What follows belongs to an exercise in optimizing a design on an open flow for small area; a production flow would make more cautious choices. The RTL was checked by simulation tests, not by an equivalence proof against the original design. Power and IR drop assume default switching activity. No driver is modelled on the clock port, so clocking that relies on it looks cheaper here than on a real chip.

==> run a: inputs <==
// ixj_line
module ixj_line (
    input             clk,
    input             rst,           
    input             cmd_valid,
    input      [31:0] cmd_word,
    output            cmd_ready,
    output reg        done,
    output     [31:0] rsp,
    output reg [1:0]  mode_wr_n,
    output     [1:0]  mode_wr_a,
    output     [1:0]  mode_wr_b,
    output            ringer,
    output            irq
);
clock: 30.0 ns
lec_check: 0
abc_area: 1
cap_margin: 10
core_margin: 2
core_utilization: 60
place_density: 0.7
slew_margin: 10
standard.sh (not shown) runs the stock make flow with config.mk's settings and CLKGATE_MAP_FILE= SYNTH_SCRIPT=/design/flow/synth_recipe.tcl, a recipe that flattens the netlist after the stock synthesis.
==> flow/flow/run.sh <==
#!/bin/bash
# Own layout flow: the standard layout (standard.sh) with three changes.
#  1. Synthesis maps the logic with the area recipe in abc_min_area.script. Every
#     other synthesis step is synth_recipe.tcl's, so the registers keep the standard
#     synthesis's names and cells (abc maps combinational logic only).
#  2. Port buffers are sky130_fd_sc_hd__buf_1.
#  3. Clock tree synthesis inserts no dummy loads.
# Each step writes its full output to a log of its own here (synth.log, layout.log);
# ORFS's per-stage logs are under orfs/logs/.
set -euo pipefail
flowdir=$(cd "$(dirname "${BASH_SOURCE[0]}")" && pwd)
work=$(pwd)
{
  printf 'set ::own_abc_script {%s}\n' "$flowdir/abc_min_area.script"
  cat "$flowdir/abc_wrap.tcl"
  cat synth_recipe.tcl
} > own_synth.tcl
sed "s#SYNTH_SCRIPT=[^ ]*#SYNTH_SCRIPT=$work/own_synth.tcl#" standard.sh > own_standard.sh
grep -q "SYNTH_SCRIPT=$work/own_synth.tcl" own_standard.sh
export BUFFER_PORTS_ARGS="-buffer_cell sky130_fd_sc_hd__buf_1"
export CTS_ARGS="-sink_clustering_enable -repair_clock_nets -dont_use_dummy_load -sink_clustering_size 32 -sink_clustering_max_diameter 90"
bash own_standard.sh synth > synth.log 2>&1
bash own_standard.sh > layout.log 2>&1
==> flow/flow/abc_min_area.script <==
strash
ifraig
dc2
strash
dch
map -a
mfs2
strash
dch
map -a
==> flow/flow/abc_wrap.tcl <==
# abc as ORFS's synth.tcl calls it, with its -script replaced by the own flow's.
proc abc {args} {
  set i [lsearch -exact $args -script]
  if { $i >= 0 } {
    lset args [expr { $i + 1 }] $::own_abc_script
  }
  yosys abc {*}$args
}
==> run b (differences from run a) <==
--- a/flow/design.v
+++ b/flow/design.v
@@ -27,21 +27,21 @@
     output reg   done,
     output       arm,        
     input  [5:0] sp_we,
     input  [5:0] sp_d,
     output [191:0] dd_o
 );
     reg [2:0] state;
-    reg       en;
-    reg       oneshot;
+    wire      en      = dd[5][0];
+    wire      oneshot = dd[5][31];
     reg       arm_we;
     reg       clr_pend;
     assign state_o   = state;
-    assign en_o      = en;
-    assign oneshot_o = oneshot;
+    assign en_o      = dd[5][12];      
+    assign oneshot_o = dd[5][10];      
     wire       ph0 = (ph == 5'd0);
     wire       hi  = ph[4];
     wire [2:0] s     = clr_pre ? 3'd0 : state;
     reg  [2:0] t;                     
     always @(*) begin
         case (state)
             3'd1: t = 3'd0;
@@ -184,26 +184,21 @@
         end
     end
     wire last = (ph == 5'd31);
     assign arm = arm_n;
     always @(posedge clk) begin
         if (rst) begin
             state    <= 3'd0;
-            en       <= 1'b0;
-            oneshot  <= 1'b0;
             arm_we   <= 1'b0;
             clr_pend <= 1'b0;
         end else if (fin1) begin
             if (ctl_we) begin
-                en      <= ctl_en;
-                oneshot <= ctl_oneshot;
                 state   <= 3'd0;
             end else begin
                 state <= arm_n ? s : (clr_post ? 3'd0 : nstate);
-                en    <= nen;
             end
             arm_we   <= arm_n;
             clr_pend <= clr_post && arm_n;
         end else if (p2 && last) begin
             arm_we   <= 1'b0;
             clr_pend <= 1'b0;
             if (arm_we) begin
@@ -219,21 +214,33 @@
                     endcase
                 end
             end
         end
     end
     wire arm2 = p2 && arm_we;
     wire sp   = (ph[4:2] == 3'b111) && (ph[1:0] != 2'b00);    
+    wire sp29 = sp && (ph[1:0] == 2'b01);
+    wire en_n = ctl_we ? ctl_en : nen;
     generate
         for (k = 0; k < 6; k = k + 1) begin : g_seg
             wire hit   = (state == k);      
             wire wn_we = clr || (arm2 && hit);
-            wire dd_we = clr || (dur_we && seg == k && !hi) || (arm2 && hit && hi && !sp) ||
-                         (sp && sp_we[k]);
-            wire dd_d  = sp ? sp_d[k] : (!clr && (p2 ? q : wbit));
+            wire dd_we, dd_d;
+            if (k == 5) begin : g_eo
+                wire at30 = sp && (ph[1:0] == 2'b10);
+                wire at31 = sp && (ph[1:0] == 2'b11);
+                assign dd_we = clr || (dur_we && seg == k && !hi) || (arm2 && hit && hi && !sp) ||
+                               (sp29 && sp_we[k]) || (at30 && ctl_we) || (at31 && fin1);
+                assign dd_d  = sp29 ? sp_d[k] :
+                               (!clr && (at30 ? ctl_oneshot : (at31 ? en_n : (p2 ? q : wbit))));
+            end else begin : g_pl
+                assign dd_we = clr || (dur_we && seg == k && !hi) || (arm2 && hit && hi && !sp) ||
+                               (sp && sp_we[k]);
+                assign dd_d  = sp ? sp_d[k] : (!clr && (p2 ? q : wbit));
+            end
             wire wn_d  = !clr && wsum;
             always @(posedge clk) begin
                 wn[k] <= {wn_we ? wn_d : wn[k][0], wn[k][31:1]};
                 dd[k] <= {dd_we ? dd_d : dd[k][0], dd[k][31:1]};
             end
         end
     endgenerate
@@ -623,14 +630,21 @@
         sd_l  <= {!clr && sd_d,  sd_l[31:1]};
         rts_l <= {!clr && rts_d, rts_l[31:1]};
         wts_l <= {!clr && wts_d, wts_l[31:1]};
         cid_l <= {!clr && cid_d, cid_l[31:1]};
         rsp_l <= {!clr && rsp_d, rsp_l[31:1]};
     end
     always @(posedge clk) begin
+        if (fin1) begin
+            rts_flag  <= rts_we;
+            mode_wr_n <= wr_n;
+        end
+        if (fin1) sd_flag <= ok && is_tick && !lock && ring_act && slot_reached;
+    end
+    always @(posedge clk) begin
         if (rst) begin
             ph        <= 5'd0;
             clr       <= 1'b1;
             run       <= 1'b0;
             p2        <= 1'b0;
             done      <= 1'b0;
             lock      <= 1'b0;
@@ -639,42 +653,35 @@
             ring_act  <= 1'b0;
             slot      <= 4'd15;
             ringer_r  <= 1'b0;
             mode      <= 2'd0;
             sh_sts    <= 2'd0;
             wink_arm  <= 1'b0;
             cid_pend  <= 1'b0;
-            sd_flag   <= 1'b0;
-            rts_flag  <= 1'b0;
-            mode_wr_n <= 2'd0;
         end else begin
             ph   <= ph + 5'd1;
             if (last) clr <= 1'b0;
             run  <= p1 && !last;
             done <= (fin1 && !need2) || (p2 && last);
             if (p2 && last) p2 <= 1'b0;
             if (p2 && ring_act && !hi && ph[3:0] == slot)
                 ringer_r <= f_bmap & ringer_r;
             if (fin1) begin
                 p2        <= need2;
-                sd_flag   <= 1'b0;
-                rts_flag  <= rts_we;
-                mode_wr_n <= wr_n;
                 mode     <= mode_n;
                 wink_arm <= wink_arm_n;
                 cid_pend <= cid_pend_n;
                 if (ok) begin
                     case (op)
                         OP_TICK: begin
                             if (!lock) begin
                                 if (ring_act) begin
                                     ringer_r <= ~t_cwsup;
                                     if (slot_reached) begin
                                         slot    <= slot - 4'd1;
-                                        sd_flag <= 1'b1;
                                     end
                                 end else begin
                                     fprev <= t_filt;
                                 end
                                 evt    <= evt | {daa_evt, m_done[3:0]};
                                 sh_sts <= {t_vddok, t_rdet};
                             end
==> flow/flow/abc_min_area.script (replaced) <==
strash
ifraig
dc2
strash
dch -f
map -a
mfs2
strash
dch -f
map -a
mfs2
strash
dch -f
map -a
mfs2
strash
dch -f
map -a
mfs2
strash
dch -f
map -a
mfs2
strash
dch -f
map -a
mfs2
strash
dch -f
map -a
mfs2
strash
dch -f
map -a
Settings changed: CORE_UTILIZATION 60 to 65, GPL_TIMING_DRIVEN from default to 0, PLACE_DENSITY 0.7 to 0.75.
==> run c (differences from run a) <==
--- a/flow/design.v
+++ b/flow/design.v
@@ -27,21 +27,21 @@
     output reg   done,
     output       arm,        
     input  [5:0] sp_we,
     input  [5:0] sp_d,
     output [191:0] dd_o
 );
     reg [2:0] state;
-    reg       en;
-    reg       oneshot;
+    wire      en      = dd[5][0];
+    wire      oneshot = dd[5][31];
     reg       arm_we;
     reg       clr_pend;
     assign state_o   = state;
-    assign en_o      = en;
-    assign oneshot_o = oneshot;
+    assign en_o      = dd[5][12];      
+    assign oneshot_o = dd[5][10];      
     wire       ph0 = (ph == 5'd0);
     wire       hi  = ph[4];
     wire [2:0] s     = clr_pre ? 3'd0 : state;
     reg  [2:0] t;                     
     always @(*) begin
         case (state)
             3'd1: t = 3'd0;
@@ -184,26 +184,21 @@
         end
     end
     wire last = (ph == 5'd31);
     assign arm = arm_n;
     always @(posedge clk) begin
         if (rst) begin
             state    <= 3'd0;
-            en       <= 1'b0;
-            oneshot  <= 1'b0;
             arm_we   <= 1'b0;
             clr_pend <= 1'b0;
         end else if (fin1) begin
             if (ctl_we) begin
-                en      <= ctl_en;
-                oneshot <= ctl_oneshot;
                 state   <= 3'd0;
             end else begin
                 state <= arm_n ? s : (clr_post ? 3'd0 : nstate);
-                en    <= nen;
             end
             arm_we   <= arm_n;
             clr_pend <= clr_post && arm_n;
         end else if (p2 && last) begin
             arm_we   <= 1'b0;
             clr_pend <= 1'b0;
             if (arm_we) begin
@@ -219,21 +214,33 @@
                     endcase
                 end
             end
         end
     end
     wire arm2 = p2 && arm_we;
     wire sp   = (ph[4:2] == 3'b111) && (ph[1:0] != 2'b00);    
+    wire sp29 = sp && (ph[1:0] == 2'b01);
+    wire en_n = ctl_we ? ctl_en : nen;
     generate
         for (k = 0; k < 6; k = k + 1) begin : g_seg
             wire hit   = (state == k);      
             wire wn_we = clr || (arm2 && hit);
-            wire dd_we = clr || (dur_we && seg == k && !hi) || (arm2 && hit && hi && !sp) ||
-                         (sp && sp_we[k]);
-            wire dd_d  = sp ? sp_d[k] : (!clr && (p2 ? q : wbit));
+            wire dd_we, dd_d;
+            if (k == 5) begin : g_eo
+                wire at30 = sp && (ph[1:0] == 2'b10);
+                wire at31 = sp && (ph[1:0] == 2'b11);
+                assign dd_we = clr || (dur_we && seg == k && !hi) || (arm2 && hit && hi && !sp) ||
+                               (sp29 && sp_we[k]) || (at30 && ctl_we) || (at31 && fin1);
+                assign dd_d  = sp29 ? sp_d[k] :
+                               (!clr && (at30 ? ctl_oneshot : (at31 ? en_n : (p2 ? q : wbit))));
+            end else begin : g_pl
+                assign dd_we = clr || (dur_we && seg == k && !hi) || (arm2 && hit && hi && !sp) ||
+                               (sp && sp_we[k]);
+                assign dd_d  = sp ? sp_d[k] : (!clr && (p2 ? q : wbit));
+            end
             wire wn_d  = !clr && wsum;
             always @(posedge clk) begin
                 wn[k] <= {wn_we ? wn_d : wn[k][0], wn[k][31:1]};
                 dd[k] <= {dd_we ? dd_d : dd[k][0], dd[k][31:1]};
             end
         end
     endgenerate
@@ -623,14 +630,21 @@
         sd_l  <= {!clr && sd_d,  sd_l[31:1]};
         rts_l <= {!clr && rts_d, rts_l[31:1]};
         wts_l <= {!clr && wts_d, wts_l[31:1]};
         cid_l <= {!clr && cid_d, cid_l[31:1]};
         rsp_l <= {!clr && rsp_d, rsp_l[31:1]};
     end
     always @(posedge clk) begin
+        if (fin1) begin
+            rts_flag  <= rts_we;
+            mode_wr_n <= wr_n;
+        end
+        if (fin1) sd_flag <= ok && is_tick && !lock && ring_act && slot_reached;
+    end
+    always @(posedge clk) begin
         if (rst) begin
             ph        <= 5'd0;
             clr       <= 1'b1;
             run       <= 1'b0;
             p2        <= 1'b0;
             done      <= 1'b0;
             lock      <= 1'b0;
@@ -639,42 +653,35 @@
             ring_act  <= 1'b0;
             slot      <= 4'd15;
             ringer_r  <= 1'b0;
             mode      <= 2'd0;
             sh_sts    <= 2'd0;
             wink_arm  <= 1'b0;
             cid_pend  <= 1'b0;
-            sd_flag   <= 1'b0;
-            rts_flag  <= 1'b0;
-            mode_wr_n <= 2'd0;
         end else begin
             ph   <= ph + 5'd1;
             if (last) clr <= 1'b0;
             run  <= p1 && !last;
             done <= (fin1 && !need2) || (p2 && last);
             if (p2 && last) p2 <= 1'b0;
             if (p2 && ring_act && !hi && ph[3:0] == slot)
                 ringer_r <= f_bmap & ringer_r;
             if (fin1) begin
                 p2        <= need2;
-                sd_flag   <= 1'b0;
-                rts_flag  <= rts_we;
-                mode_wr_n <= wr_n;
                 mode     <= mode_n;
                 wink_arm <= wink_arm_n;
                 cid_pend <= cid_pend_n;
                 if (ok) begin
                     case (op)
                         OP_TICK: begin
                             if (!lock) begin
                                 if (ring_act) begin
                                     ringer_r <= ~t_cwsup;
                                     if (slot_reached) begin
                                         slot    <= slot - 4'd1;
-                                        sd_flag <= 1'b1;
                                     end
                                 end else begin
                                     fprev <= t_filt;
                                 end
                                 evt    <= evt | {daa_evt, m_done[3:0]};
                                 sh_sts <= {t_vddok, t_rdet};
                             end
--- a/flow/flow/run.sh
+++ b/flow/flow/run.sh
@@ -14,10 +14,10 @@
   printf 'set ::own_abc_script {%s}\n' "$flowdir/abc_min_area.script"
   cat "$flowdir/abc_wrap.tcl"
   cat synth_recipe.tcl
 } > own_synth.tcl
 sed "s#SYNTH_SCRIPT=[^ ]*#SYNTH_SCRIPT=$work/own_synth.tcl#" standard.sh > own_standard.sh
 grep -q "SYNTH_SCRIPT=$work/own_synth.tcl" own_standard.sh
 export BUFFER_PORTS_ARGS="-buffer_cell sky130_fd_sc_hd__buf_1"
-export CTS_ARGS="-sink_clustering_enable -repair_clock_nets -dont_use_dummy_load -sink_clustering_size 32 -sink_clustering_max_diameter 90"
+export CTS_ARGS="-sink_clustering_enable -repair_clock_nets -dont_use_dummy_load -sink_clustering_size 30 -sink_clustering_max_diameter 100"
 bash own_standard.sh synth > synth.log 2>&1
 bash own_standard.sh > layout.log 2>&1
Settings changed: GPL_TIMING_DRIVEN from default to 0.
==> comparison table <==
item                                                                                                   run c                run a           run b
Clock period minus worst slack                                                                      17.18 ns             14.13 ns        17.87 ns
Vias in the first global route                                                                         26600                26700           26500
Core Region                                                                                     0.0881 sq mm         0.0882 sq mm    0.0805 sq mm
Sequential cell count of the final layout                                                               2217                 2227            2217
Switching power                                                                                       869 uW               881 uW          867 uW
Result of the run                                                                             finished clean       finished clean  finished clean
Crit path max fanout                                                                                       9                   11              11
Number of vias per cell after detailed routing                                                          5.19                 5.19            5.32
Clock transition at the register clock pins on the worst setup and hold paths after CTS              0.12 ns              0.11 ns         0.12 ns
Arrival @ worst endpoint                                                                            17.79 ns             14.76 ns        18.37 ns
Max-slew headroom                                                                                      0.127                0.227          0.0903
Post-synth EDFFs                                                                                           4                    0               4
Combinational group share of total power                                                               0.021                0.023           0.020
Critical Path End                                                                        g_m[4].u_m.state[0]  g_m[4].u_m.state[0]            done
Final-layout fill cell count                                                                            6517                 6211            5273
Post-synthesis share of cell area spent on full adders, half adders and majority gates                0.0136               0.0136          0.0137
Portion of total power attributed to the clock network                                                 0.301                0.299           0.299

-- what the ideal ports hide --
In the flow no input, the clock included, has a driving cell. The finished layouts below were timed again as built, in two steps. Step 1: set_driving_cell puts a clkbuf_16 on clk and a buf_2 on each other input, an assumption about the parent block. Step 2 adds t to the input delays and takes it off the output delays; t is the mean of the earliest and latest rising clock arrival at the registers after step 1. Input paths then give back, and output paths get back, about the clock's delay inside the block. Slacks: ideal ports / drivers / drivers and shift; pairs: ideal ports / drivers.
run	shift t [ns]	slack for setup (ns)	worst setup path at the end	latest minus earliest clock arrival (ns)	worst register clock-pin slew, ns
run a	0.729	15.869 / 15.911 / 15.182	input to register	0.084 / 0.084	0.12 / 0.12
run b	0.699	12.125 / 12.123 / 11.424	input to register	0.110 / 0.110	0.12 / 0.12
run c	0.713	12.817 / 12.851 / 12.138	input to register	0.093 / 0.094	0.12 / 0.12
After both steps setup and hold are still met in every run listed. For run b, which loses most, drivers alone change the setup slack by -0.002 ns; drivers and shift together by -0.701 ns.
